Context: an optimization exercise on an open-source flow, tuned for small area. The choices shown serve that exercise and are no tape-out recipe.
The RTL was checked by simulation tests, not by an equivalence proof against the original design.
The clock input has no modelled driver; a real chip could not lean on it and would need a root buffer or a full tree.
No activity file was given, so power comes from the tool's default toggle rates.

Setup of the reference run:
// ufa_top
module ufa_top (
  input             clk,
  input             rst,
  input             in_valid,
  output            in_ready,
  input      [1:0]  in_op,
  input      [7:0]  in_data,
  input      [31:0] in_now,
  output            out_valid,
  input             out_ready,
  output     [1:0]  out_kind,
  output     [31:0] out_data
);
For scale: ~640 cells after synthesis, roughly 5700 sq um of cells after synthesis.
clock: 10.0 ns
lec_check: 0
cap_margin: 20
core_margin: 2
core_utilization: 40
slew_margin: 20
standard.sh (not shown) runs the stock make flow with config.mk's settings and CLKGATE_MAP_FILE= SYNTH_SCRIPT=/design/flow/synth_recipe.tcl, a recipe that flattens the netlist after the stock synthesis.
==> flow/flow/run.sh <==
#!/bin/bash
# Own layout flow: the standard flow (standard.sh) with
#  1. the standard synthesis, then its combinational logic re-mapped by ABC with
#     an area-oriented script (every register cell, name and type is kept:
#     the registers are blackboxes to ABC);
#  2. ports buffered with buf_1 (still one buffer per port);
#  3. a hand-built two-level clock tree (flow/manual_cts.tcl) instead of
#     TritonCTS.
# Each tool writes its full output to a log of its own in this folder.
set -euo pipefail
HERE=$(pwd)
PLAT=$FLOW_HOME/platforms/$FLOW_PLATFORM
LIB=$PLAT/lib/sky130_fd_sc_hd__tt_025C_1v80.lib
RES=$HERE/orfs/results/$FLOW_PLATFORM/ufa_top/base
VARS=("BUFFER_PORTS_ARGS=-buffer_cell sky130_fd_sc_hd__buf_1"
      "PRE_CTS_TCL=$HERE/flow/manual_cts.tcl")

# 1. standard synthesis up to the Yosys netlist
bash standard.sh "${VARS[@]}" "$RES/1_2_yosys.v" > log_1_synth.log 2>&1

# 2. re-map the combinational logic
python3 flow/genmodels.py "$LIB" cells_models.v > log_2_models.log 2>&1
DU=$(sed -n '/DONT_USE_CELLS/,/^$/p' $PLAT/config.mk | grep -o 'sky130_fd_sc_hd__[a-z0-9_]*' | sed 's/^/-dont_use /' | tr '\n' ' ')
cp "$RES/1_2_yosys.v" 1_2_yosys_standard.v
cat > resyn.ys <<EOS
read_verilog cells_models.v
read_verilog 1_2_yosys_standard.v
hierarchy -top $FLOW_TOP
flatten
techmap
opt -fast
opt_clean
abc -script $HERE/flow/area.abc -liberty $LIB $DU
opt_clean -purge
splitnets
hilomap -singleton -hicell sky130_fd_sc_hd__conb_1 HI -locell sky130_fd_sc_hd__conb_1 LO
insbuf -buf sky130_fd_sc_hd__buf_4 A X
opt_clean -purge
rename -hide w:*.*
write_verilog -noattr -nohex -nodec 1_2_yosys_resyn.v
tee -o resyn_stat.txt stat -liberty $LIB
EOS
yosys -s resyn.ys > log_2_resyn.log 2>&1
cp 1_2_yosys_resyn.v "$RES/1_2_yosys.v"
rm -f "$RES/1_synth.odb" "$RES/1_synth.sdc"

# 3. the rest of the standard flow
bash standard.sh "${VARS[@]}" finish > log_3_layout.log 2>&1
==> flow/flow/area.abc <==
strash
ifraig
dc2
&get -n
&st
&deepsyn -T 120
&dch -f
&nf -a -R 1000
&put
topo
Other scripts of this flow, unchanged in this note and not shown: flow/flow/genmodels.py, flow/flow/manual_cts.tcl
> inputs changed (the reference run -> the trial run)
-- flow/flow/run.sh --
<<< the reference run, line 4
#     an area-oriented script (every register cell, name and type is kept:
#     the registers are blackboxes to ABC);
>>> the trial run, line 4
#     area-oriented scripts (every register cell, name and type is kept: the
#     registers are blackboxes to ABC); several seeds of ABC's &deepsyn run in
#     parallel, in two rounds, and the smallest netlist is kept;
<<< the reference run, line 24
cp "$RES/1_2_yosys.v" 1_2_yosys_standard.v
cat > resyn.ys <<EOS
>>> the trial run, line 25
cp "$RES/1_2_yosys.v" resyn_r0.v

# resyn IN OUT TAG ABC-LINES...: one ABC run on the combinational logic of IN
resyn() {
  local in=$1 out=$2 tag=$3; shift 3
  printf '%s\n' "$@" > "abc_$tag.script"
  cat > "resyn_$tag.ys" <<EOS
<<< the reference run, line 27
read_verilog 1_2_yosys_standard.v
>>> the trial run, line 33
read_verilog $in
<<< the reference run, line 33
abc -script $HERE/flow/area.abc -liberty $LIB $DU
>>> the trial run, line 39
abc -script $HERE/abc_$tag.script -liberty $LIB $DU
<<< the reference run, line 37
insbuf -buf sky130_fd_sc_hd__buf_4 A X
>>> the trial run, line 43
insbuf -buf sky130_fd_sc_hd__buf_1 A X
<<< the reference run, line 40
write_verilog -noattr -nohex -nodec 1_2_yosys_resyn.v
tee -o resyn_stat.txt stat -liberty $LIB
>>> the trial run, line 46
write_verilog -noattr -nohex -nodec $out
tee -q -o stat_$tag.txt stat -liberty $LIB
<<< the reference run, line 43
yosys -s resyn.ys > log_2_resyn.log 2>&1
>>> the trial run, line 49
  yosys -s "resyn_$tag.ys" > "log_2_resyn_$tag.log" 2>&1 || true
}
area_of() { grep -h 'Chip area' "stat_$1.txt" 2>/dev/null | awk '{print $NF}' || true; }

best_in=resyn_r0.v
for round in 1 2; do
  tags=()
  for seed in 1 2 3 4; do
    tag=r${round}s$seed
    tags+=($tag)
    resyn $best_in resyn_$tag.v $tag strash ifraig dc2 '&get -n' '&st' \
      "&deepsyn -T 120 -S $seed" '&dch -f' '&nf -a -R 1000' '&put' topo &
  done
  wait
  best=""; best_a=""
  for tag in "${tags[@]}"; do
    a=$(area_of $tag)
    [[ -n "$a" && -s resyn_$tag.v ]] || continue
    if [[ -z "$best_a" ]] || awk -v a="$a" -v b="$best_a" 'BEGIN{exit !(a < b)}'; then
      best=$tag; best_a=$a
    fi
  done
  echo "round $round: best $best ($best_a)" >> resyn_choice.log
  [[ -n "$best" ]] && best_in=resyn_$best.v
done
cp $best_in 1_2_yosys_resyn.v
removed: flow/flow/area.abc
[summary]
Compared with the reference run, the trial run shows a higher pin count of the biggest net entering global routing. Multi-input combinational cell count, the trial run vs the reference run: down by a little under 10%. Wire length per cell (higher): the trial run. For the multi-input gate share of the layout cell area, the trial run came in 1.2 points lower than the reference run did. The synthesized cell count in the trial run was lower than what the reference run gave. The lower final core utilization came out of the trial run. [compare] base=the reference run new=the trial run: total net switching power saw a decrease, wire length after detailed routing saw a decrease. Part of the power in the clock network | the trial run above the reference run. Side by side, total length of routed met3 wires turned out higher in the trial run than in the reference run. The trial run: count of inverters other than clock inverters in the layout is 2 lower than what the reference run reported.
In every run of this note, the design's own scripts or RTL, not TritonCTS, make the clock network.

## what the ideal ports hide
In the flow no input, the clock included, has a driving cell. The finished layouts below were timed again as built, in two steps. Step 1: set_driving_cell puts a clkbuf_16 on clk and a buf_2 on each other input, an assumption about the parent block. Step 2 adds t to the input delays and takes it off the output delays; t is the mean of the earliest and latest rising clock arrival at the registers after step 1. Input paths then give back, and output paths get back, about the clock's delay inside the block. Three values: ideal ports, drivers, drivers and shift; two values: the first two.
| run | t (ns) | slack for setup (ns) | latest minus earliest clock arrival (ns) | slew at the worst register clock pin (ns) |
|---|---|---|---|---|
| the reference run | 0.436 | 3.053 / 3.034 / 3.034 | 0.025 / 0.026 | 0.11 / 0.11 |
| the trial run | 0.429 | 2.880 / 2.858 / 2.858 | 0.024 / 0.024 | 0.11 / 0.11 |
After both steps every run listed still meets setup and hold. The setup slack of the trial run, which loses most, moves by -0.022 ns with the drivers and by -0.022 ns with both steps.
